What follows belongs to an exercise in optimizing a design on an open flow for small area, a short achievable clock period and few clock cycles; a production flow would make more cautious choices.
In this exercise RTL edits were held to simulation tests only and were not proved equivalent to the original.

==> flow/design.v (outline; a module is shown in full before it is edited, if it fits) <==
// module cellular_automaton_engine: 3862 lines
// module r30cell: 8 lines
// module ceil8: 6 lines
// module subsm: 7 lines
// module add16c: 7 lines
module cellular_automaton_engine (
    input  wire        clk,
    input  wire        rst,         
    input  wire        req_valid,
    output wire        req_ready,
    input  wire [63:0] req_data,
    output wire        rsp_valid,
    input  wire        rsp_ready,
    output wire [63:0] rsp_data
);
  // ...
==> flow/flow/run.sh <==
#!/bin/bash
# The standard ORFS layout (standard.sh: standard synthesis, floorplan,
# placement, CTS, routing, finish), with the setup repair asked to keep a
# larger margin under the design's clock period so that it works on the
# design's real critical paths. The SDC, clock period and I/O delays are
# the standard flow's, unchanged. make's full output goes to flow_make.log here; ORFS's
# per-step logs stay under orfs/logs/.
set -euo pipefail
cd "$(dirname "$0")/.."
bash standard.sh SETUP_SLACK_MARGIN=10 TNS_END_PERCENT=100 finish > flow_make.log 2>&1
==> flow/standard.sh <==
#!/bin/bash
# synth_recipe.tcl (not shown) runs the flow's synth.tcl, then flattens the netlist and writes it again
# the make line also repeats each setting of config.mk as NAME=value (left out here)
make -C /OpenROAD-flow-scripts/flow DESIGN_CONFIG=/design/flow/config.mk WORK_HOME=/design/flow/orfs CLKGATE_MAP_FILE= SYNTH_SCRIPT=/design/flow/synth_recipe.tcl "${@:-finish}"
==> flow/config.mk <==
export PLATFORM = sky130hd
export DESIGN_NAME = cellular_automaton_engine
export DESIGN_NICKNAME = cellular_automaton_engine
export VERILOG_FILES = /design/flow/design.v
export SDC_FILE = /design/flow/constraint.sdc
export NUM_CORES = 4
export LEC_CHECK = 0
export CAP_MARGIN = 20
export CORE_MARGIN = 2
export CORE_UTILIZATION = 50
export PLACE_DENSITY = 0.6
export SLEW_MARGIN = 20
export SYNTH_HIERARCHICAL = 1
export SYNTH_MINIMUM_KEEP_SIZE = 0
==> flow/constraint.sdc <==
create_clock -name core_clock -period 14.0 [get_ports {clk}]
set_input_delay 2.8000 -clock core_clock [delete_from_list [all_inputs] [get_ports {clk}]]
set_output_delay 2.8000 -clock core_clock [all_outputs]
set_load 0.01 [all_outputs]
==> out/metrics.csv, run 1 <==
metric;value;unit
grt_pass1_vias;55600;
layout_commonest_cell;nor2_2;
numPortBuffers;133;
buf_share;6.35;%
holdBufCountCts;0;
met1_length;111;mm
synth_cells;7567;
drive_gt1_share;32.5;%
regMostFlops;s;
die_w;383;um
rsz0062_at_grt;yes;
worstRegToRegCells;16;
path_buf_inv;6;
clk_pin_slew;0.06;ns
ys_warn_count;8;
syn_to_final_growth;23.4;%
vias_per_cell;5.73;
worst_ep_required_time;14.45;ns
slew_violations;0;
status;timing/DRC/antenna clean;
multi_input_area;0.0545;mm2
inverters;728;
cap_violations;0;
critPathSlowestCell;nor4_4;
placedCellCount;9455;
rows;139;
hp-start;q1d1[4];
reg_top3;s (288), rsp_r (64);
clk_latency;0.75;ns
die_area;0.147;mm2
grt_max_degree;103;
fmaxAchievable;223;MHz
r2r_slack;9.56;ns
relSlewSlack;24.9;%
largest_reg_flops;288;
cts_max_level;3;
vias;57600;
syn-mean-instance-area;9.49;um2
Testbench counts, summed over its fixed seeds: cycles 2,958.
==> module r30cell, before the edit <==
module r30cell (
    input  wire l,
    input  wire m,
    input  wire r,
    output wire y
);
    assign y = r ^ (m | l);
endmodule
==> run 2, diff against run 1 <==
--- a/flow/design.v
+++ b/flow/design.v
@@ -20,17 +20,16 @@
                      OP_STEP       = 8'h08;
     localparam [7:0] ST_OK             = 8'h00,
                      ST_INVALID_LENGTH = 8'h01,
                      ST_ILLEGAL_CMD    = 8'h02,
                      ST_NOT_SEEDED     = 8'h03;
     localparam [3:0] S_IDLE  = 4'd0,
                      S_LOAD  = 4'd1,    
                      S_SBA   = 4'd2,    
-                     S_SBB   = 4'd3,    
                      S_SEEDU = 4'd4,    
                      S_GEN   = 4'd6,    
                      S_READ  = 4'd7,    
                      S_STEP  = 4'd8,    
                      S_LAST  = 4'd9,    
                      S_CATCH = 4'd10;   
     reg [31:0] s [0:N-1];
     reg        seeded;
@@ -40,17 +39,18 @@
     reg [63:0] rsp_r;
     reg [31:0] lo;              
     reg        have_lo;
     reg [31:0] rem;             
     reg        first;           
     reg [2:0]  nb3;             
     reg        ok9;             
     reg [2:0]  sbi;             
-    reg        sh_lo, sh_hi;    
+    reg        sh_lo;           
+    reg        sh_two;          
     reg [15:0] q0, q1, q2, q3;  
     reg [4:0]  q1d1, q1d2;      
     reg [15:0] q2d;             
     reg [3:0]  pcnt;            
     reg        pbusy;           
     assign req_ready = req_ready_r;
     assign rsp_valid = rsp_valid_r;
     assign rsp_data  = rsp_r;
@@ -61,25 +61,25 @@
             assign c0[29*gk +: 29] = s[gk][29:1];
         end
         for (gc = 0; gc < C; gc = gc + 1) begin : g_rule
             r30cell u1 (.l(c0[(gc + C - 1) % C]), .m(c0[gc]), .r(c0[(gc + 1) % C]), .y(c1[gc]));
             r30cell u2 (.l(c1[(gc + C - 1) % C]), .m(c1[gc]), .r(c1[(gc + 1) % C]), .y(c2[gc]));
             r30cell u3 (.l(c2[(gc + C - 1) % C]), .m(c2[gc]), .r(c2[(gc + 1) % C]), .y(c3[gc]));
             r30cell u4 (.l(c3[(gc + C - 1) % C]), .m(c3[gc]), .r(c3[(gc + 1) % C]), .y(c4[gc]));
             if ((gc % 29) <= 2 || (gc % 29) >= 27)
-                r30cell u5 (.l(c4[(gc + C - 1) % C]), .m(c4[gc]), .r(c4[(gc + 1) % C]), .y(c5[gc]));
+                assign c5[gc] = c4[(gc + 1) % C] ^ (c4[gc] | c4[(gc + C - 1) % C]);
             else
                 assign c5[gc] = 1'b0;
             if ((gc % 29) <= 1 || (gc % 29) >= 28)
-                r30cell u6 (.l(c5[(gc + C - 1) % C]), .m(c5[gc]), .r(c5[(gc + 1) % C]), .y(c6[gc]));
+                assign c6[gc] = c5[(gc + 1) % C] ^ (c5[gc] | c5[(gc + C - 1) % C]);
             else
                 assign c6[gc] = 1'b0;
             if ((gc % 29) == 0)
-                r30cell u7 (.l(c6[(gc + C - 1) % C]), .m(c6[gc]), .r(c6[(gc + 1) % C]), .y(c7[gc]));
+                assign c7[gc] = c6[(gc + 1) % C] ^ (c6[gc] | c6[(gc + C - 1) % C]);
             else
                 assign c7[gc] = 1'b0;
         end
     endgenerate
     function [31:0] pack(input [C-1:0] c, input integer k);
         pack = {1'b0, c[29*((k + 1) % N)], c[29*k +: 29], c[29*((k + N - 1) % N) + 28]};
     endfunction
     reg [31:0] word, hiword;
@@ -3626,20 +3626,20 @@
     wire st_read  = (state == S_READ) & ready_s;
     wire st_step  = (state == S_STEP) & ready_s;
     wire gen_one  = st_gen & (first | have_lo);           
     wire gen_lo   = st_gen & ~first & ~have_lo;          
     wire step4    = st_step & (rem[31:2] != 30'd0);
     wire step1    = st_step & (rem[31:2] == 30'd0);
     always @* begin
         s_t1 = step1;
-        s_sh = sh_lo | sh_hi | pcg_sh | st_read;
+        s_sh = sh_lo | pcg_sh | st_read;
         s_en = (gen_one & rsp_free) | (gen_lo & (~g_l4 | rsp_free)) | (state == S_CATCH) |
-               step4 | step1 | sh_lo | sh_hi | pcg_sh | (st_read & rsp_free);
-        s_in = sh_lo ? lo : sh_hi ? rem : pcg_sh ? pcg_out : s[0];
+               step4 | step1 | sh_lo | sh_two | pcg_sh | (st_read & rsp_free);
+        s_in = sh_lo ? lo : pcg_sh ? pcg_out : s[0];
     end
     always @(posedge clk) begin
         q1d1 <= q1[15:11];
         q1d2 <= q1d1;
         q2d  <= q2;
         if (state == S_SEEDU && req_valid) begin
             q0 <= req_data[15:0];
             q1 <= req_data[31:16];
@@ -3651,195 +3651,213 @@
             if (pcnt >= 4'd2) q2 <= q2_next;
             if (pcnt >= 4'd3) q3 <= q3_next;
         end
     end
     integer i;
     always @(posedge clk) begin
         for (i = 0; i < N; i = i + 1) begin
             if (s_en)
-                s[i] <= s_sh ? ((i == N - 1) ? s_in : s[(i + 1) % N]) :
+                s[i] <= sh_two ? ((i == N - 1) ? rem : (i == N - 2) ? lo : s[(i + 2) % N]) :
+                        s_sh ? ((i == N - 1) ? s_in : s[(i + 1) % N]) :
                         s_t1 ? pack(c1, i) : pack(c4, i);
         end
     end
     function [63:0] hdr(input [7:0] status, input [7:0] opc, input [31:0] info);
         hdr = {info, 16'd0, opc, status};
     endfunction
+    wire        h_ok_cmd = (h_opc == OP_READ_STATE) | (h_opc == OP_NEXT_U32) | (h_opc == OP_NEXT_U64) |
+                           (h_opc == OP_FILL_BYTES) | (h_opc == OP_STEP);
+    wire [7:0]  h_status = (h_opc == OP_LOAD_STATE) ? ST_INVALID_LENGTH :
+                           h_ok_cmd ? (seeded ? ST_OK : ST_NOT_SEEDED) : ST_ILLEGAL_CMD;
+    wire [31:0] h_infov  = (h_opc == OP_LOAD_STATE) ? N :
+                           (~seeded | ~h_ok_cmd) ? 32'd0 :
+                           (h_opc == OP_READ_STATE) ? N :
+                           (h_opc == OP_FILL_BYTES) ? h_info :
+                           (h_opc == OP_STEP) ? 32'd0 : 32'd1;
+    wire [31:0] h_rem    = (h_opc == OP_READ_STATE) ? 32'd8 : h_n;
+    reg         rsp_en;
+    reg  [63:0] rsp_d;
+    always @* begin
+        rsp_en = 1'b0;
+        rsp_d  = {32'd0, s[0]};
+        case (state)
+            S_IDLE: begin
+                rsp_en = 1'b1;
+                rsp_d  = hdr(h_status, h_opc, h_infov);
+            end
+            S_LOAD: begin
+                rsp_en = req_valid & (rem == 32'd1);
+                rsp_d  = ok9 ? hdr(ST_OK, OP_LOAD_STATE, 32'd0) : hdr(ST_INVALID_LENGTH, OP_LOAD_STATE, N);
+            end
+            S_SBA: begin
+                rsp_en = req_valid & (sbi == 3'd4);
+                rsp_d  = hdr(ST_OK, OP_SEED_BYTES, 32'd0);
+            end
+            S_SEEDU: begin
+                rsp_en = req_valid;
+                rsp_d  = hdr(ST_OK, OP_SEED_U64, 32'd0);
+            end
+            S_GEN: begin
+                rsp_en = ready_s & rsp_free & (first | have_lo | g_l4);
+                if (first)
+                    rsp_d = g_l4 ? ({32'd0, word} & g_mask) :
+                            g_l8 ? ({hiword, word} & g_mask) : {hiword, word};
+                else if (!have_lo)
+                    rsp_d = {32'd0, hiword} & g_mask;
+                else
+                    rsp_d = g_l4 ? ({hiword, lo} & g_mask) : {hiword, lo};
+            end
+            S_READ: begin
+                rsp_en = ready_s & rsp_free;
+                rsp_d  = {32'd0, s[0]};
+            end
+            default: ;
+        endcase
+    end
+    wire [63:0] rsp_nx;
+    holdmux #(.W(64)) u_rsp (.en(rsp_en), .d(rsp_d), .q(rsp_r), .y(rsp_nx));
+    always @(posedge clk)
+        rsp_r <= rsp_nx;
     wire       fin_wait = rsp_valid_r & ~rsp_ready;
     always @(posedge clk) begin
         if (rst) begin
             state       <= S_IDLE;
             req_ready_r <= 1'b1;
             rsp_valid_r <= 1'b0;
             seeded      <= 1'b0;
             pbusy       <= 1'b0;
             sh_lo       <= 1'b0;
-            sh_hi       <= 1'b0;
+            sh_two      <= 1'b0;
         end else begin
             sh_lo <= 1'b0;
-            sh_hi <= 1'b0;
+            sh_two <= 1'b0;
             if (pbusy) begin
                 pcnt <= pcnt + 4'd1;
                 if (pcnt == 4'd12)
                     pbusy <= 1'b0;
             end
             if (rsp_valid_r & rsp_ready)
                 rsp_valid_r <= 1'b0;
             case (state)
                 S_IDLE: begin
+                    rem     <= h_rem;
+                    nb3     <= h_n[2:0];
+                    ok9     <= (h_arg == 32'd9);
+                    first   <= 1'b1;
+                    have_lo <= 1'b0;
+                    sbi     <= 3'd0;
                     if (req_valid) begin
-                    rem <= h_arg;
-                    case (h_opc)
-                        OP_LOAD_STATE: begin
-                            ok9 <= (h_arg == 32'd9);
-                            if (h_arg == 32'd9)
+                        case (h_opc)
+                            OP_LOAD_STATE: begin
+                                if (h_arg == 32'd9)
+                                    pbusy <= 1'b0;
+                                if (h_arg == 32'd0) begin
+                                    rsp_valid_r <= 1'b1;
+                                    req_ready_r <= 1'b0;
+                                    state       <= S_LAST;
+                                end else begin
+                                    state <= S_LOAD;
+                                end
+                            end
+                            OP_SEED_BYTES: begin
                                 pbusy <= 1'b0;
-                            if (h_arg == 32'd0) begin
-                                rsp_r       <= hdr(ST_INVALID_LENGTH, h_opc, N);
+                                state <= S_SBA;
+                            end
+                            OP_SEED_U64: begin
+                                pbusy <= 1'b0;
+                                state <= S_SEEDU;
+                            end
+                            default: begin
                                 rsp_valid_r <= 1'b1;
-                                state       <= S_LAST;
                                 req_ready_r <= 1'b0;
-                            end else begin
-                                state <= S_LOAD;
-                            end
-                        end
-                        OP_SEED_BYTES: begin
-                            pbusy <= 1'b0;
-                            sbi   <= 3'd0;
-                            state <= S_SBA;
-                        end
-                        OP_SEED_U64: begin
-                            pbusy <= 1'b0;
-                            state <= S_SEEDU;
-                        end
-                        OP_READ_STATE, OP_NEXT_U32, OP_NEXT_U64, OP_FILL_BYTES, OP_STEP: begin
-                            rsp_valid_r <= 1'b1;
-                            req_ready_r <= 1'b0;
-                            state       <= S_LAST;
-                            if (!seeded) begin
-                                rsp_r <= hdr(ST_NOT_SEEDED, h_opc, 32'd0);
-                            end else begin
-                                case (h_opc)
-                                    OP_READ_STATE: begin
-                                        rsp_r <= hdr(ST_OK, h_opc, N);
-                                        rem   <= 32'd8;
+                                state       <= S_LAST;
+                                if (seeded) begin
+                                    if (h_opc == OP_READ_STATE)
                                         state <= S_READ;
-                                    end
-                                    OP_STEP: begin
-                                        rsp_r <= hdr(ST_OK, h_opc, 32'd0);
-                                        if (h_arg != 32'd0)
-                                            state <= S_STEP;
-                                    end
-                                    default: begin
-                                        rsp_r   <= hdr(ST_OK, h_opc, (h_opc == OP_FILL_BYTES) ? h_info : 32'd1);
-                                        rem     <= h_n;
-                                        nb3     <= h_n[2:0];
-                                        first   <= 1'b1;
-                                        have_lo <= 1'b0;
-                                        if (h_gen)
-                                            state <= S_GEN;
-                                    end
-                                endcase
+                                    if (h_opc == OP_STEP && h_arg != 32'd0)
+                                        state <= S_STEP;
+                                    if (h_gen)
+                                        state <= S_GEN;
+                                end
                             end
-                        end
-                        default: begin
-                            rsp_r       <= hdr(ST_ILLEGAL_CMD, h_opc, 32'd0);
-                            rsp_valid_r <= 1'b1;
-                            req_ready_r <= 1'b0;
-                            state       <= S_LAST;
-                        end
-                    endcase
+                        endcase
                     end
                 end
                 S_LOAD: if (req_valid) begin
                     lo    <= req_data[31:0];
                     sh_lo <= ok9;
                     rem   <= rem_dec;
                     if (rem == 32'd1) begin
-                        rsp_r       <= ok9 ? hdr(ST_OK, OP_LOAD_STATE, 32'd0)
-                                           : hdr(ST_INVALID_LENGTH, OP_LOAD_STATE, N);
                         rsp_valid_r <= 1'b1;
                         req_ready_r <= 1'b0;
                         state       <= S_LAST;
                         if (ok9)
                             seeded <= 1'b1;
                     end
                 end
                 S_SBA: if (req_valid) begin
-                    lo    <= req_data[31:0];
-                    rem   <= req_data[63:32];
-                    sh_lo <= 1'b1;
+                    lo  <= req_data[31:0];
+                    rem <= req_data[63:32];
+                    sbi <= sbi + 3'd1;
                     if (sbi == 3'd4) begin
-                        rsp_r       <= hdr(ST_OK, OP_SEED_BYTES, 32'd0);
+                        sh_lo       <= 1'b1;
                         rsp_valid_r <= 1'b1;
                         req_ready_r <= 1'b0;
                         seeded      <= 1'b1;
                         state       <= S_LAST;
                     end else begin
-                        req_ready_r <= 1'b0;
-                        state       <= S_SBB;
+                        sh_two <= 1'b1;
                     end
                 end
-                S_SBB: begin
-                    sh_hi       <= 1'b1;
-                    sbi         <= sbi + 3'd1;
-                    req_ready_r <= 1'b1;
-                    state       <= S_SBA;
-                end
                 S_SEEDU: if (req_valid) begin
                     pcnt        <= 4'd0;
                     pbusy       <= 1'b1;
-                    rsp_r       <= hdr(ST_OK, OP_SEED_U64, 32'd0);
                     rsp_valid_r <= 1'b1;
                     req_ready_r <= 1'b0;
                     seeded      <= 1'b1;
                     state       <= S_LAST;
                 end
                 S_GEN: if (ready_s) begin
                     if (first) begin
                         if (rsp_free) begin
                             first       <= 1'b0;
                             rsp_valid_r <= 1'b1;
                             if (g_l4) begin
-                                rsp_r <= {32'd0, word} & g_mask;
                                 state <= S_LAST;
                             end else begin
-                                rsp_r <= g_l8 ? ({hiword, word} & g_mask) : {hiword, word};
                                 rem   <= rem_dec;
                                 if (g_l8)
                                     state <= S_CATCH;
                             end
                         end
                     end else if (!have_lo) begin
                         if (g_l4) begin
                             if (rsp_free) begin
-                                rsp_r       <= {32'd0, hiword} & g_mask;
                                 rsp_valid_r <= 1'b1;
                                 state       <= S_CATCH;
                             end
                         end else begin
                             lo      <= hiword;
                             have_lo <= 1'b1;
                             rem     <= rem_dec;
                         end
                     end else if (rsp_free) begin
-                        rsp_r       <= g_l4 ? ({hiword, lo} & g_mask) : {hiword, lo};
                         rsp_valid_r <= 1'b1;
                         have_lo     <= 1'b0;
                         rem         <= rem_dec;
                         if (g_l4)
                             state <= S_CATCH;
                     end
                 end
                 S_CATCH: begin
                     state       <= fin_wait ? S_LAST : S_IDLE;
                     req_ready_r <= ~fin_wait;
                 end
                 S_READ: if (rsp_free & ready_s) begin
-                    rsp_r       <= {32'd0, s[0]};
                     rsp_valid_r <= 1'b1;
                     rem         <= rem_dec;
                     if (rem[3:0] == 4'd0)
                         state <= S_LAST;
                 end
                 S_STEP: if (ready_s) begin
                     rem <= rem_dec;
                     if (rem == 32'd4 || rem == 32'd1)
@@ -3861,17 +3879,33 @@
     end
 endmodule
 module r30cell (
     input  wire l,
     input  wire m,
     input  wire r,
     output wire y
 );
-    assign y = r ^ (m | l);
+    wire n;
+    r30nor  u_n (.a(m), .b(l), .y(n));
+    r30xnor u_x (.a(r), .b(n), .y(y));
+endmodule
+module r30nor (
+    input  wire a,
+    input  wire b,
+    output wire y
+);
+    assign y = ~(a | b);
+endmodule
+module r30xnor (
+    input  wire a,
+    input  wire b,
+    output wire y
+);
+    assign y = ~(a ^ b);
 endmodule
 module ceil8 (
     input  wire [31:0] x,
     output wire [31:0] y
 );
     assign y = {3'd0, x[31:3]} + {31'd0, |x[2:0]};
 endmodule
 module subsm (
@@ -3883,8 +3917,16 @@
 endmodule
 module add16c (
     input  wire [15:0] a,
     input  wire [15:0] b,
     output wire [16:0] s
 );
     assign s = {1'b0, a} + {1'b0, b};
 endmodule
+module holdmux #(parameter W = 1) (
+    input  wire         en,
+    input  wire [W-1:0] d,
+    input  wire [W-1:0] q,
+    output wire [W-1:0] y
+);
+    assign y = en ? d : q;
+endmodule
==> run 2 against run 1 <==
Sequential share of layout area decreased by 0.052 points; utilization decreased by 0.66 points; count of clock-buffer cells in the layout increased by 6; synthesized cell count decreased by 1.5%; routed wire length increased by 6.4%; critical path type is now reg -> reg; register-to-register slack improved by 0.12 ns; still clean; global-route usage increased by 2.5 points; die area decreased by 0.81%.
==> out/metrics.csv, run 2 <==
metric;value;unit;change
status;timing/DRC/antenna clean;;
rsz0062_at_grt;yes;;
grt_pass1_vias;58100;;+4.4%
endpoint_kind;flop;;
critPathLaunchType;flop;;
placed_cell_area;0.0746;mm2;
grt_use_met1;47.9;%;
largest_reg_flops;288;;unchanged
overflow;0;;
die_h;382;um;
crit_type;reg -> reg;;
period_needed;4.32;ns;
syn_to_final_growth;21.7;%;
cap_violations;0;;unchanged
worst_pin_slew;1.29;ns;
worst_ep_required_time;14.50;ns;+0.05 ns
synth_area;0.0713;mm2;
setup_viol;0;;
worstPathArrival;4.82;ns;
vias_per_cell;6.02;;+5.1%
io_pins;134;;
crit_fanout;6;;
core_area;0.142;mm2;
period_share;30.8;%;
relSlewSlack;13.6;%;-11 points
initial_core_util;50.3;%;
finalNonFillerCells;9958;;
drive_gt1_share;21.9;%;-11 points
final_cell_mix;nor2_1 (1150), xnor2_1 (882), inv_1 (679), fa_1 (622), buf_4 (512);;
die_area;0.146;mm2;-0.81%
grt_use_met3;7.17;%;
first_pass_iters;6;;
ant_nets;0;;
holdBufCountCts;0;;unchanged
clock-root-buffer;clkbuf_16;;
first_iter_violations;6748;;
slew_violations;0;;unchanged
ys_warn_count;8;;unchanged
fin_area;0.0867;mm2;
met2_usage;58.1;%;
regMostFlops;s;;
die_w;382;um;-0.40%
gp_congestion;1.02;;
clk_latency;0.77;ns;+0.02 ns
clk_pin_slew;0.06;ns;about the same
cp_cell_sequence;buf_6 -> fa_2 -> fa_2 -> fa_1 -> fa_1 -> ha_4 -> a21o_4 -> a221oi_4 -> o21ai_4 -> a21oi_2 -> xnor2_1 -> nand2_1 -> nand2_1;;
hold_violations;0;;
antenna_found_initial;10;;
pre_cts_slack;7.86;ns;
critPathSlowestCell;fa_2;;
rows;138;;-0.72%
timing.hold.ws;0.330;ns;
finClkSkew;0.0520;ns;
numCtsBuffers;92;;
post-route-drc-count;0;;
hold_path_class;reg -> reg;;
finalNetCount;8925;;
cts_tree;built;;
clock_path_buffers;3;;
max_stage_delay;0.61;ns;
numPortBuffers;133;;unchanged
track_usage;36.9;%;
reg_top3;s (288), rsp_r (64);;
synth_cells;7454;;-1.5%
routedWlPerCell;27.7;um;
vias;59900;;+4.1%
setup_ws;9.68;ns;
layout_commonest_cell;nor2_1;;
grt_pass1_wl;397;mm;
grt_max_degree;82;;-20%
grt-busiest-layer;met2;;
fmaxAchievable;232;MHz;+4.0%
syn-mean-instance-area;9.56;um2;+0.69%
clock_sinks;758;;
placedCellCount;9267;;-2.0%
place_hpwl;203;mm;
wl;276;mm;
r2r_slack;9.68;ns;+0.12 ns
cts_max_level;3;;unchanged
run 2: per-stage QoR:
stage                     setup TNS, ns  util, %
final                                 0     61.3
after global routing                  0     61.3
after CTS                             0     58.8
after detailed placement              0     52.7
after global placement                0     52.7
after floorplan                 -347.55        -
run 2: layout make-up:
| type | instances | area [um2] |
|---|---|---|
| diodes | 3 | 7.51 |
| clock buffers | 124 | 2530 |
| clock inverters | 47 | 497 |
| fillers | 12000 | 54900 |
| inverters | 739 | 2950 |
| multi-input cells | 5671 | 52400 |
| flip-flops and latches | 758 | 19500 |
| well taps | 1890 | 2360 |
| repair buffers | 725 | 6490 |
| repair inverters | 1 | 5.00 |
run 2: final timing paths:
path | cells past startpoint | start | end
worst max register to register | 13 | q1[7] | q1[12]
worst max-delay path | 13 | q1[7] | q1[12]
worst min register to register | 0 | q1d1[4] | q1d2[4]
worst min-delay path | 0 | q1d1[4] | q1d2[4]
run 2: worst max-delay path: cells and delay by family (launching register included):
| family | cells | cell delay, ns |
|---|---|---|
| buffers and inverters | 1 | 0.18 |
| adders and majority gates | 5 | 2.35 |
| and+or+nand+nor | 2 | 0.13 |
| xor gates and xnor gates | 1 | 0.11 |
| AOI/OAI and AO/OA | 4 | 0.84 |
| DFF | 1 | 0.45 |
run 2: metal layers:
| metal | up-vias | wire length (um) |
|---|---|---|
| met4 | 12 | 19700 |
| met2 | 2977 | 126000 |
| met5 | - | 73 |
| met1 | 30200 | 107000 |
| met3 | 714 | 23100 |
| li1 | 26100 | - |
run 2: repair_timing:
item	4_1_cts	5_1_grt
gates resized for setup	1096	389
buffers inserted	288	215
endpoints found under the setup margin	874	386
pin swaps	147	193
cloned	13	1
Testbench counts of run 2, summed over its fixed seeds: cycles 2,882.
==> run 3, diff against run 2 <==
--- a/flow/flow/run.sh
+++ b/flow/flow/run.sh
@@ -8,3 +8,3 @@
 set -euo pipefail
 cd "$(dirname "$0")/.."
-bash standard.sh SETUP_SLACK_MARGIN=10 TNS_END_PERCENT=100 finish > flow_make.log 2>&1
+bash standard.sh SETUP_SLACK_MARGIN=10 TNS_END_PERCENT=5 finish > flow_make.log 2>&1
==> run 3 against run 2 <==
Routed wire length about the same; critical path type unchanged; register-to-register slack got worse by 0.11 ns; highest routed layer unchanged; still clean on timing, DRC and antenna.
==> out/metrics.csv, run 3 <==
metric;value;unit;change
fill_cells;12300;;+2.8%
finalNonFillerCells;9797;;-1.6%
initial_core_util;50.3;%;unchanged
crit_fanout;6;;unchanged
rows;138;;unchanged
cts_tree;built;;
clock-root-buffer;clkbuf_16;;
min_delay_path_depth;0;;unchanged
ant_nets;0;;unchanged
die_area;0.146;mm2;unchanged
vias_per_cell;6.05;;+0.49%
hold_path_class;reg -> reg;;
critPathSlowestCell;fa_2;;
setup_ws;9.58;ns;-0.107 ns
status;timing/DRC/antenna clean;;
worstSetupEndpoint;q1[14];;
r2r_end;q1[14];;
grt_pass1_vias;58400;;+0.53%
routedWlPerCell;28.2;um;+1.7%
reg_top3;s (288), rsp_r (64);;
core_area;0.142;mm2;unchanged
wl;276;mm;about the same
track_usage;37.2;%;+0.27 points
period_needed;4.42;ns;+0.107 ns
first_pass_iters;12;;+6
worst_pin_slew;1.25;ns;-0.0412 ns
r2r-start;q1[9];;
synth_area;0.0713;mm2;unchanged
grt_pass1_wl;398;mm;+0.36%
syn_to_final_growth;17.8;%;
final_cell_mix;nor2_1 (1191), xnor2_1 (934), inv_1 (701), fa_1 (635), nand2_1 (432);;
clock_sinks;758;;unchanged
die_w;382;um;unchanged
cp_cell_sequence;clkinvlp_4 -> fa_2 -> clkinvlp_4 -> fa_1 -> inv_2 -> fa_2 -> fa_1 -> ha_4 -> nor2b_4 -> a2111oi_4 -> o311ai_2 -> nand2_1 -> nand2_1;;
pre_cts_slack;8.12;ns;+0.269 ns
grt_max_degree;86;;+4.9%
placedCellCount;9270;;+0.032%
clock_path_buffers;3;;unchanged
ys_warn_count;8;;unchanged
clk_pin_slew;0.06;ns;about the same
fmaxAchievable;226;MHz;-2.4%
vias;59300;;-1.1%
first_iter_violations;6904;;+2.3%
max_stage_delay;0.62;ns;about the same
layout_commonest_cell;nor2_1;;
syn-mean-instance-area;9.56;um2;unchanged
slew_violations;0;;unchanged
setup_viol;0;;unchanged
worstRegToRegCells;13;;unchanged
r2r_slack;9.58;ns;-0.11 ns
antenna_found_initial;24;;+14
numPortBuffers;133;;unchanged
timing.hold.ws;0.326;ns;-0.00322 ns
clk_latency;0.74;ns;-0.03 ns
cts_max_level;3;;unchanged
place_hpwl;204;mm;+0.59%
finClkSkew;0.0379;ns;-0.0141 ns
worst_ep_required_time;14.48;ns;-0.02 ns
drive_gt1_share;16.3;%;-5.7 points
period_share;31.6;%;+0.77 points
io_pins;134;;unchanged
crit_type;reg -> reg;;
critPathLaunchType;flop;;
crit_start;q1[9];;
cap_violations;0;;unchanged
synth_cells;7454;;unchanged
rsz0062_at_grt;yes;;
overflow;0;;unchanged
final.setup.tns;0;ns;unchanged
holdBufCountCts;0;;unchanged
regMostFlops;s;;
post-route-drc-count;0;;unchanged
numCtsBuffers;94;;+2.2%
die_h;382;um;unchanged
worstPathArrival;4.90;ns;+0.08 ns
largest_reg_flops;288;;unchanged
relSlewSlack;14.7;%;+1.2 points
finalNetCount;8758;;-1.9%
hold_violations;0;;unchanged
gp_congestion;1.04;;+2.0%
endpoint_kind;flop;;
-- run 3: layout make-up --
class                           instances  area (um2)  area share, %
Clock buffer                          128        2770           3.30
Clock inverter                         48         517          0.616
Inverter                              739        2860           3.40
Timing Repair Buffer                  557        5160           6.14
Tap cell                             1890        2360           2.82
Sequential cell                       758       19400           23.1
Antenna cell                            6        15.0         0.0179
Multi-Input combinational cell       5671       50900           60.6
-- run 3: what timing repair did --
action,in CTS,in global routing
endpoints found under the setup margin,852,690
setup buffers,193,131
gates cloned,9,11
pin swaps,80,123
resized for setup,615,233
-- run 3: routing by layer --
metal / GRT usage (%) / vias up / share of wire [%]
met4: 23.3 / 26 / 7.7
met1: 48.0 / 29600 / 38
met5: 0 / - / 0.075
li1: - / 25700 / -
met2: 56.4 / 3221 / 44
met3: 8.85 / 751 / 9.8
-- run 3: stage by stage --
step	util, %	instance area (um2)
floorplan	-	71300
global placement	52.5	74300
detailed placement	52.5	74300
CTS	57.6	81600
global route	59.3	83900
finish	59.3	83900
-- run 3: how the worst min path moves through the flow --
stage,from,to,slack [ns]
floorplan,q1d1[0],q1d2[0],0.31
global placement,q1d1[4],q1d2[4],0.31
detailed placement,q1d1[3],q1d2[3],0.31
CTS,q1d1[3],q1d2[3],0.33
global route,q1d1[1],q1d2[1],0.34
finish,q1d1[3],q1d2[3],0.33
-- run 3: critical path: cells and delay by family (launching register included) --
kind / cells / cell delay (ns)
AND/OR/NAND/NOR: 3 / 0.30
flip-flops: 1 / 0.48
buffers and inverters: 3 / 0.40
adder cells (fa/ha/maj): 5 / 2.44
AO/OA/AOI/OAI: 2 / 0.54
==> run 4, diff against run 3 <==
--- a/flow/flow/run.sh
+++ b/flow/flow/run.sh
@@ -8,3 +8,3 @@
 set -euo pipefail
 cd "$(dirname "$0")/.."
-bash standard.sh SETUP_SLACK_MARGIN=10 TNS_END_PERCENT=5 finish > flow_make.log 2>&1
+bash standard.sh SETUP_SLACK_MARGIN=10 TNS_END_PERCENT=10 finish > flow_make.log 2>&1
==> run 4 against run 3 <==
Critical path type unchanged; utilization grew 0.15 points; critical path depth grew 1; design area grew 0.26%; final cell count grew 0.10%; area after synthesis is the same.
==> out/metrics.csv, run 4 <==
metric;value;unit;change
first_iter_violations;6832;;-1.0%
r2r_end;q1[14];;
ant_nets;0;;unchanged
overflow;0;;unchanged
grt_max_degree;86;;unchanged
die_w;382;um;unchanged
clock_sinks;758;;unchanged
endpoint_kind;flop;;
setup_viol;0;;unchanged
place_hpwl;204;mm;unchanged
drive_gt1_share;16.8;%;+0.57 points
worstRegToRegCells;14;;+1
fmaxAchievable;227;MHz;+0.22%
cap_violations;0;;unchanged
regMostFlops;s;;
crit_start;q1[7];;
die_area;0.146;mm2;unchanged
critPathLaunchType;flop;;
relSlewSlack;15.0;%;+0.28 points
finalNetCount;8764;;+0.069%
cts_max_level;3;;unchanged
synth_cells;7454;;unchanged
synth_area;0.0713;mm2;unchanged
routedWlPerCell;28.2;um;+0.17%
ys_warn_count;8;;unchanged
initial_core_util;50.3;%;unchanged
reg_top3;s (288), rsp_r (64);;
numPortBuffers;133;;unchanged
grt_pass1_vias;58500;;+0.27%
io_pins;134;;unchanged
post-route-drc-count;0;;unchanged
hold_path_class;reg -> reg;;
numCtsBuffers;94;;unchanged
clock_path_buffers;3;;unchanged
final_util;59.4;%;+0.15 points
worstSetupEndpoint;q1[14];;
r2r-start;q1[7];;
finClkSkew;0.0292;ns;-0.00868 ns
period_needed;4.41;ns;-0.00960 ns
vias_per_cell;6.04;;-0.23%
slew_violations;0;;unchanged
crit_fanout;6;;unchanged
syn-mean-instance-area;9.56;um2;unchanged
clk_pin_slew;0.07;ns;about the same
wl;277;mm;+0.28%
worst_pin_slew;1.24;ns;-0.00416 ns
status;timing/DRC/antenna clean;;
core_area;0.142;mm2;unchanged
track_usage;37.3;%;+0.13 points
r2r_slack;9.59;ns;about the same
cts_tree;built;;
crit_type;reg -> reg;;
pre_cts_slack;8.12;ns;unchanged
syn_to_final_growth;18.1;%;
first_pass_iters;6;;-6
holdBufCountCts;0;;unchanged
layout_commonest_cell;nor2_1;;
gp_congestion;1.04;;unchanged
worst_ep_required_time;14.48;ns;about the same
clk_latency;0.73;ns;about the same
hold_violations;0;;unchanged
worstPathArrival;4.90;ns;about the same
largest_reg_flops;288;;unchanged
setup_ws;9.59;ns;+0.00960 ns
die_h;382;um;unchanged
clock-root-buffer;clkbuf_16;;
period_share;31.5;%;-0.069 points
rows;138;;unchanged
rsz0062_at_grt;yes;;
vias;59200;;-0.13%
antenna_found_initial;23;;-4.2%
grt_pass1_wl;399;mm;+0.24%
final_cell_mix;nor2_1 (1189), xnor2_1 (932), inv_1 (698), fa_1 (629), nand2_1 (429);;
## run 4: routing by layer
layer,wire [um],track usage [%],vias up
met5,137,0,-
met1,106000,48.2,29600
met4,20800,23.0,22
met2,123000,56.8,3136
li1,-,-,25700
met3,27000,8.78,758
## run 4: worst min-delay path by stage
stage | endpoint | startpoint | cells past startpoint | slack (ns)
after floorplan | q1d2[0] | q1d1[0] | 0 | 0.31
after global placement | q1d2[4] | q1d1[4] | 0 | 0.31
after detailed placement | q1d2[3] | q1d1[3] | 0 | 0.31
after CTS | q1d2[3] | q1d1[3] | 0 | 0.33
after global routing | q1d2[1] | q1d1[1] | 0 | 0.34
final | q1d2[3] | q1d1[3] | 0 | 0.33
## run 4: timing repair
| action | 4_1_cts | 5_1_grt |
|---|---|---|
| resized for setup | 639 | 281 |
| endpoints found under the setup margin | 852 | 720 |
| buffers inserted | 206 | 125 |
| pin swaps | 93 | 141 |
| cloned | 12 | 8 |
## run 4: area by class of cell
type	instances	area, um2
clock inverters	48	517
well taps	1890	2360
multi-input cells	5671	51000
inverters	739	2860
fillers	12300	57400
repair buffers	563	5190
diodes	10	25.0
flip-flops and latches	758	19400
clock buffers	128	2770
## run 4: through the flow
| stage | std cells | area (um2) | setup TNS, ns | hold WS (ns) |
|---|---|---|---|---|
| after floorplan | 7459 | 71300 | -347.55 | 0.310 |
| after global placement | 9268 | 74300 | 0 | 0.313 |
| after detailed placement | 9270 | 74300 | 0 | 0.314 |
| after CTS | 9664 | 81800 | 0 | 0.331 |
| after global routing | 9798 | 84100 | 0 | 0.336 |
| final | 9807 | 84200 | 0 | 0.326 |
## run 4: worst max-delay path, cell delays in order (launching register included)
cell,delay (ns)
edfxtp_1,0.39
buf_6,0.15
clkinvlp_4,0.12
fa_2,0.65
clkinvlp_4,0.18
fa_1,0.55
inv_2,0.04
fa_2,0.53
fa_1,0.46
ha_4,0.29
nor2b_4,0.14
a2111oi_4,0.33
o311ai_2,0.18
nand2_1,0.10
nand2_1,0.06

==> afterwards: timing with drivers on the ports <==
How much do the figures lean on ideal ports? The routed layouts below were timed once more, with nothing changed but the port constraints.
Step 1 (the two cells are an assumption about what drives the block):
set clk [get_ports {clk}]
set_driving_cell -lib_cell sky130_fd_sc_hd__clkbuf_16 $clk
set_driving_cell -lib_cell sky130_fd_sc_hd__buf_2 [delete_from_list [all_inputs] $clk]
Step 2, shift: input delay + t, output delay - t, t = (earliest + latest rising clock arrival at the registers) / 2. This alone moves slack from input paths to output paths.
a / b / c = ideal / step 1 / step 2; a / b = the first two.
run	shift t [ns]	setup WS [ns]	pins driven straight from the clock port
run 1	0.809	9.511 / 9.496 / 8.687	1
run 2	0.819	9.683 / 9.683 / 9.057	1
run 3	0.794	9.576 / 9.576 / 9.008	1
run 4	0.793	9.585 / 9.585 / 9.007	1
After both steps setup and hold are still met in every run listed. For run 1, which loses most, drivers alone change the setup slack by -0.015 ns; drivers and shift together by -0.824 ns.
